Background: an optimization exercise with open tools, aiming at small area, a short achievable clock period and few clock cycles. Do not read the settings as production practice.
The RTL was checked by simulation tests, not by an equivalence proof against the original design.
No activity file was given, so power comes from the tool's default toggle rates.

==> flow/design.v <==
module codex32_cks (
    input  wire        clk,
    input  wire        rst,
    input  wire        cmd_valid,
    output wire        cmd_ready,
    input  wire [15:0] cmd_word,
    input  wire        cmd_empty,
    input  wire        in_valid,
    output wire        in_ready,
    input  wire [7:0]  in_data,
    input  wire        in_last,
    output wire        out_valid,
    input  wire        out_ready,
    output wire [7:0]  out_data,
    output wire        out_last,
    output wire [3:0]  out_status
);
    localparam [64:0] GS0 = 65'h19dc500ce73fde210;
    localparam [64:0] GS1 = 65'h1bfae00def77fe529;
    localparam [64:0] GS2 = 65'h1fbd920fffe7bee52;
    localparam [64:0] GS3 = 65'h1739640bdeee3fdad;
    localparam [64:0] GS4 = 65'h07729a039cfc75f5a;
    localparam [64:0] TS  = 65'h10ce0795c2fd1e62a;
    localparam [64:0] IS  = 65'h23181b3;
    localparam [64:0] IAS = 65'h11899c7f0c7127e48;    
    localparam [74:0] GL0 = 75'h3d59d273535ea62d897;
    localparam [74:0] GL1 = 75'h7a9becb6361c6c51507;
    localparam [74:0] GL2 = 75'h543f9b7e6c38d8a2a0e;
    localparam [74:0] GL3 = 75'h0c577eaeccf1990d13c;
    localparam [74:0] GL4 = 75'h1887f74f8dc71b10651;
    localparam [74:0] TL  = 75'h43381e570bf4798ab26;
    localparam [74:0] IL  = 75'h23181b3;
    localparam [74:0] IAL = 75'h6f4b3a330a74687026c;   
    localparam [1:0] OP_PMODS  = 2'd0;
    localparam [1:0] OP_PMODL  = 2'd1;
    localparam [1:0] OP_CKSUM  = 2'd2;
    localparam [1:0] OP_VERIFY = 2'd3;
    reg         cr;           
    reg         ir;           
    reg         ini;          
    reg         emp;          
    reg         fin;          
    reg         pv;           
    reg  [4:0]  psym;
    reg         pbig;         
    reg         plast;
    reg  [1:0]  op;
    reg         ill;
    reg         bad;
    reg  [6:0]  len;          
    reg  [64:0] res_s;
    reg  [74:0] res_l;
    reg         ov;           
    reg  [4:0]  od;           
    reg         olast;
    reg  [1:0]  ost;
    reg         olong;        
    reg         ocks;         
    reg  [3:0]  bi;           
    reg        dec_legal;
    reg [1:0]  dec_op;
    always @(*) begin
        dec_legal = 1'b1;
        dec_op    = OP_PMODS;
        case (cmd_word)
            16'h4000: dec_op = OP_PMODS;
            16'h4001: dec_op = OP_PMODL;
            16'h5000: dec_op = OP_CKSUM;
            16'h6000: dec_op = OP_VERIFY;
            default:  dec_legal = 1'b0;
        endcase
    end
    wire cmd_fire = cmd_valid && cr;
    wire in_fire  = in_valid  && ir;
    wire out_fire = ov && out_ready;
    wire        aug    = (op == OP_CKSUM);
    wire [4:0]  sym_lo = psym & {5{pv & ~aug}};
    wire [4:0]  sym_hi = psym & {5{pv &  aug}};
    wire [4:0]  fs     = (res_s[64:60] & {5{pv}}) ^ sym_hi;
    wire [4:0]  fl     = (res_l[74:70] & {5{pv}}) ^ sym_hi;
    wire [64:0] step_s = {res_s[59:0], sym_lo}
                       ^ (GS0 & {65{fs[0]}}) ^ (GS1 & {65{fs[1]}}) ^ (GS2 & {65{fs[2]}})
                       ^ (GS3 & {65{fs[3]}}) ^ (GS4 & {65{fs[4]}});
    wire [74:0] step_l = {res_l[69:0], sym_lo}
                       ^ (GL0 & {75{fl[0]}}) ^ (GL1 & {75{fl[1]}}) ^ (GL2 & {75{fl[2]}})
                       ^ (GL3 & {75{fl[3]}}) ^ (GL4 & {75{fl[4]}});
    wire fin_go   = fin && !ov;
    wire cks_short = (len <= 7'd80);
    wire ver_short = (len <= 7'd93);
    wire ver_long  = len[6] & len[5];            
    wire vok       = (ver_short && res_s == TS) || (ver_long && res_l == TL);
    wire fault     = ill | bad;
    wire f_long    = (op == OP_PMODL) || (aug && !cks_short);
    wire f_one     = fault || (op == OP_VERIFY);
    wire [3:0]  nbi    = fin_go ? 4'd0 : bi + 4'd1;
    wire        nlong  = fin_go ? f_long : olong;
    wire        ncks   = fin_go ? aug : ocks;
    reg  [4:0]  tgt;
    always @(*) begin
        tgt = 5'd0;
        if (nlong) begin
            case (nbi)
                4'd0:  tgt = TL[74:70];
                4'd1:  tgt = TL[69:65];
                4'd2:  tgt = TL[64:60];
                4'd3:  tgt = TL[59:55];
                4'd4:  tgt = TL[54:50];
                4'd5:  tgt = TL[49:45];
                4'd6:  tgt = TL[44:40];
                4'd7:  tgt = TL[39:35];
                4'd8:  tgt = TL[34:30];
                4'd9:  tgt = TL[29:25];
                4'd10: tgt = TL[24:20];
                4'd11: tgt = TL[19:15];
                4'd12: tgt = TL[14:10];
                4'd13: tgt = TL[9:5];
                default: tgt = TL[4:0];
            endcase
        end else begin
            case (nbi)
                4'd0:  tgt = TS[64:60];
                4'd1:  tgt = TS[59:55];
                4'd2:  tgt = TS[54:50];
                4'd3:  tgt = TS[49:45];
                4'd4:  tgt = TS[44:40];
                4'd5:  tgt = TS[39:35];
                4'd6:  tgt = TS[34:30];
                4'd7:  tgt = TS[29:25];
                4'd8:  tgt = TS[24:20];
                4'd9:  tgt = TS[19:15];
                4'd10: tgt = TS[14:10];
                4'd11: tgt = TS[9:5];
                default: tgt = TS[4:0];
            endcase
        end
    end
    wire [4:0] grp = (nlong ? res_l[74:70] : res_s[64:60]) ^ (tgt & {5{ncks}});
    wire       nlast = nlong ? (nbi == 4'd14) : (nbi == 4'd12);
    wire       adv   = out_fire && !olast;       
    wire       r_en  = pv || fin_go || adv;
    assign cmd_ready  = cr;
    assign in_ready   = ir;
    assign out_valid  = ov;
    assign out_data   = {3'b000, od};
    assign out_last   = olast;
    assign out_status = {2'b00, ost};
    always @(posedge clk) begin
        if (ini) begin
            res_s <= aug ? IAS : IS;
            res_l <= aug ? IAL : IL;
        end else if (r_en) begin
            res_s <= step_s;
            res_l <= step_l;
        end
        if (cmd_fire) begin
            op  <= dec_op;
            ill <= !dec_legal;
            emp <= cmd_empty;
        end
        if (ini) begin
            bad <= 1'b0;
            len <= 7'd0;
        end else if (pv) begin
            bad <= bad | pbig;
            if (!(len[6] & len[5]))
                len <= len + 7'd1;
        end
        if (in_fire) begin
            psym  <= in_data[4:0];
            pbig  <= |in_data[7:5];
            plast <= in_last;
        end
        if (fin_go) begin
            ost   <= ill ? 2'd1 : (bad ? 2'd2 : 2'd0);
            olong <= f_long;
            ocks  <= aug;
        end
        if (fin_go || adv) begin
            bi    <= nbi;
            if (fin_go && f_one) begin
                od    <= {4'd0, vok & !fault};
                olast <= 1'b1;
            end else begin
                od    <= grp;
                olast <= nlast;
            end
        end
        if (rst) begin
            cr  <= 1'b1;
            ir  <= 1'b0;
            ini <= 1'b0;
            fin <= 1'b0;
            pv  <= 1'b0;
            ov  <= 1'b0;
        end else begin
            ini <= cmd_fire;
            pv  <= in_fire;
            if (cmd_fire) begin
                cr <= 1'b0;
                if (!cmd_empty) ir <= 1'b1;
            end
            if (in_fire && in_last)
                ir <= 1'b0;
            if ((ini && emp) || (pv && plast))
                fin <= 1'b1;
            else if (fin_go)
                fin <= 1'b0;
            if (fin_go) begin
                ov <= 1'b1;
                if (f_one) cr <= 1'b1;
            end else if (adv) begin
                if (nlast) cr <= 1'b1;
            end else if (out_fire) begin
                ov <= 1'b0;
            end
        end
    end
endmodule
==> flow/run.sh <==
#!/bin/bash
# synth_recipe.tcl (not shown) runs the flow's synth.tcl, then flattens the netlist and writes it again
# the make line also repeats each setting of config.mk as NAME=value (left out here)
make -C /OpenROAD-flow-scripts/flow DESIGN_CONFIG=/design/flow/config.mk WORK_HOME=/design/flow/orfs CLKGATE_MAP_FILE= SYNTH_SCRIPT=/design/flow/synth_recipe.tcl finish
==> flow/config.mk <==
export PLATFORM = sky130hd
export DESIGN_NAME = codex32_cks
export DESIGN_NICKNAME = codex32_cks
export VERILOG_FILES = /design/flow/design.v
export SDC_FILE = /design/flow/constraint.sdc
export NUM_CORES = 4
export LEC_CHECK = 0
export CAP_MARGIN = 20
export CORE_MARGIN = 2
export CORE_UTILIZATION = 40
export SLEW_MARGIN = 20
==> flow/constraint.sdc <==
create_clock -name core_clock -period 4.0 [get_ports {clk}]
set_input_delay 0.8000 -clock core_clock [delete_from_list [all_inputs] [get_ports {clk}]]
set_output_delay 0.8000 -clock core_clock [all_outputs]
set_load 0.01 [all_outputs]
==> metrics.md <==
| Metric | Value |
|---|---|
| Area Growth Syn to Fin | `13.9%` |
| Row count | `57` |
| WL final | `~23000 um` |
| Avg Cell Area, Syn | `around 12 um2` |
| Number of flops mapped to enable cells by yosys | `approximately 160` |
| Count of pins over their slew limit | `0` |
| Via count of the first global-routing pass | `~6.3k` |
| PwrDens | `428 nW/um2` |
| Number of fill cells | `~2.3k` |
| Crit path kind | `flop to flop` |
| Via count | `slightly above 6k` |
| Global-route wire length before repair | `roughly 37000 um` |
| Post_cts resized | `0` |
| Footprint of the multi-input gates | `4260 um2` |
| Detailed Route Iter0 Violations | `524` |
| CTS buffer count | `17` |
| Ports | `between 40 and 50` |
| Top_reg_cell synth | `edfxtp_1` |
| Worst skew pair latency | `~0.44 ns` |
| Worst Setup End Kind | `flop` |
| Relative slew slack | `0.439` |
| Crit path largest cell delay | `0.40 ns` |
| Worst R2R Path Depth | `12` |
| Most frequent cells in the layout | `edfxtp_1, xnor2_1, nor2_1` |
| Initial core utilization | `0.404` |
| # diodes | `0` |
| Max Cap Viol | `0` |
| Post-CTS Setup Inserts | `0` |
| Fin. Hold Viols | `0` |
| Fin crit period | `around 3.1 ns` |
| Number of antenna violations at the first check in global routing | `0` |
| Area share of the largest cell type after synthesis | `0.502` |
| Wire per inst | `approximately 19 um` |
| Total negative slack | `0 ns` |
| Clock Path Buffers | `2` |
| Post-Syn Area | `9740 um2` |
| Clock Skews | `0.0114 ns` |
| YS warnings | `1` |
| Reg area | `5220 um2` |
| WP data arrival | `between 3 and 4 ns` |
| Async S/R FF share, synth | `0` |
| Status | `finished clean` |
| Clk slew on worst S/H paths | `~0.07 ns` |
| Tot Pwr | `around 0.0047 W` |
| Top cells by area, synth | `edfxtp_1, xnor2_1, xor2_1` |
| Register area share after synthesis | `0.535` |
| Die span in y | `160 um` |
| First-pass DRT Iterations | `5` |
| H-tree depth | `4` |
| Root Driver | `clkbuf_16` |
| Die width | `around 160 um` |
| Clock sinks | `179` |
| Critical-path maximum fanout | `10` |
| CP max-delay cell | `dfxtp_1` |
| Largest net degree at the start of global routing | `66` |
| Worst reg2reg endpoint | `od[0]` |
| Core box area | `24100 um2` |
| Vias per Instance | `between 5 and 6` |
| Port Buffers | `between 40 and 50` |
| CTS Hold Bufs | `0` |
| Pleak | `between 3 and 4 nW` |
| Worst path required time | `between 4 and 5 ns` |
| Unrepaired setup endpoints after global routing | `no` |
| HP Start | `ill` |
| Worst Hold Path Cells | `0` |
| Origin of the critical flop-to-flop path | `ov` |
| Critical path startpoint category | `flop` |
| DIE AREA | `about 26000 um2` |
| Final period utilization | `0.783` |
| Final Setup Violations | `0` |
| R2R Setup Slk | `between 0.8 and 0.9 ns` |
| Fmax | `0.319 GHz` |
| Share of post-route cells with drive strength above 1 | `0.0782` |
| Measured slew at the worst slew-check pin | `around 0.84 ns` |
| Total congestion overflow | `0` |
| Synthesized instance count | `838` |
| DRC viols | `0` |
| Final nets | `between 900 and 1k` |
| Crit-path cells | `nand2b_1 > clkinv_1 > nor2_1 > inv_1 > ha_1 > o22ai_1 > a31o_2 > a21oi_1 > a211oi_1 > xnor2_1 > o32ai_1 > a21o_1` |
| WHS Endpoint | `ost[0]` |
| Peak VDD IR | `between 200 and 300 uV` |
| Detail Route Antenna Nets | `0` |
| Dominant cell type by area after synthesis | `edfxtp_1` |
| Most common cell after layout, fill and taps aside | `edfxtp_1` |
| TritonCTS clock tree | `done` |
| DPL Wire Length | `16300 um` |
| Total Routing Usage GR | `0.187` |
| Hold Path Class | `flop to flop` |
| Seq cells post-synth | `roughly 180` |
| GPL Wtd Cong | `~0.83` |
| Unique masters post-synth | `just over 70` |
[cell usage after synthesis (9+ instances only)]
cell type,count
edfxtp_1,163
xnor2_1,134
nor2_1,92
xor2_1,69
o21ai_0,50
nand2_1,39
clkbuf_1,33
o21a_1,28
dfxtp_1,16
a21oi_1,14
nand4_1,13
inv_1,12
nand2b_1,12
nand3_1,10
nor4_1,10
and2_1,9
ha_1,9
nor2b_1,9
[power by group]
| part | switching [W] | internal, W | leakage, nW |
|---|---|---|---|
| clock | 0.000738 | 0.00102 | 0.292 |
| sequential | 0.000136 | 0.00225 | 1.66 |
| combinational | 0.000315 | 0.000283 | 1.72 |
| total | 0.00119 | 0.00356 | 3.68 |
[cell families (layout without fill, tap and decap cells)]
| group | after synthesis | count (layout) | share of synthesized area |
|---|---|---|---|
| simple gates | 245 | 245 | 0.131 |
| xor+xnor | 213 | 213 | 0.204 |
| flops | 179 | 179 | 0.535 |
| compound gates | 123 | 123 | 0.0788 |
| buf+inv | 62 | 102 | 0.0303 |
| fa+ha+maj | 9 | 9 | 0.0116 |
| mux | 6 | 6 | 0.00873 |
| other cells | 1 | 5 | 0.000385 |
[how the worst max path moves through the flow]
stage / to / depth (start not counted) / start
floorplan: res_l[0] / 3 / out_ready
global placement: od[0] / 12 / ov
detailed placement: od[0] / 12 / ov
CTS: od[0] / 12 / ov
global route: od[0] / 12 / ov
finish: od[0] / 12 / ov
[metrics by stage]
| stage | std cells | hold slack [ns] | util | setup WS (ns) | instance area (um2) |
|---|---|---|---|---|---|
| after floorplan | 842 | 0.451 | - | 0.0584 | 9760 |
| after detailed placement | 1174 | 0.480 | 0.435 | 0.948 | 10500 |
| after CTS | 1206 | 0.495 | 0.460 | 0.919 | 11100 |
| after global placement | 1174 | 0.458 | 0.435 | 1.03 | 10500 |
| after global routing | 1206 | 0.511 | 0.460 | 0.598 | 11100 |
| final | 1206 | 0.504 | 0.460 | 0.868 | 11100 |
[metal layers]
metal	GRT usage	up-vias	wire length, um
li1	-	2998	-
met4	0.0459	0	245
met3	0.0226	15	657
met1	0.264	3123	11100
met5	0	-	0
met2	0.309	90	11300
[cell type report]
class,count,area share
sequential,179,0.470
multi-input combinational,601,0.384
timing repair buffer,56,0.0494
clock buffer,21,0.0415
tap,324,0.0365
clock inverter,11,0.0136
inverter,14,0.00474
[sequential cells by signal, summed over array words and instances, names as in the netlist, 2 cells and up]
name   cells
res_l     75
psym       5
res_s     65
bi         4
od         5
ost        2
len        7
op         2
[worst max-delay path: cells and delay by family, from the launching register on]
family | cells | cell delay (ns)
AOI/OAI and AO/OA | 6 | 0.88
and+or+nand+nor | 2 | 0.74
buffers and inverters | 2 | 0.47
DFF | 1 | 0.40
adders and majority gates | 1 | 0.25
xor gates and xnor gates | 1 | 0.16
Testbench counts, summed over its fixed seeds: cycles 30,363.

[afterwards: timing with drivers on the ports]
The results above use ideal ports. As a check the final layout listed here was re-extracted and re-timed, cells and wires unchanged.
Step 1: set_driving_cell puts a clkbuf_16 on clk and a buf_2 on each other input, an assumption about the parent block.
Step 2, shift: input delay + t, output delay - t, t = (earliest + latest rising clock arrival at the registers) / 2. This alone moves slack from input paths to output paths.
Three values: ideal ports, drivers, drivers and shift; two values: the first two.
t (ns): 0.479
setup slack, ns: 0.868 / 0.868 / 0.868
worst register clock-pin slew, ns: 0.07 / 0.07
cell pins on the clock port's net: 1
After both steps setup and hold are still met in this run. For this run, drivers alone change the setup slack by 0.000 ns; drivers and shift together by 0.000 ns.
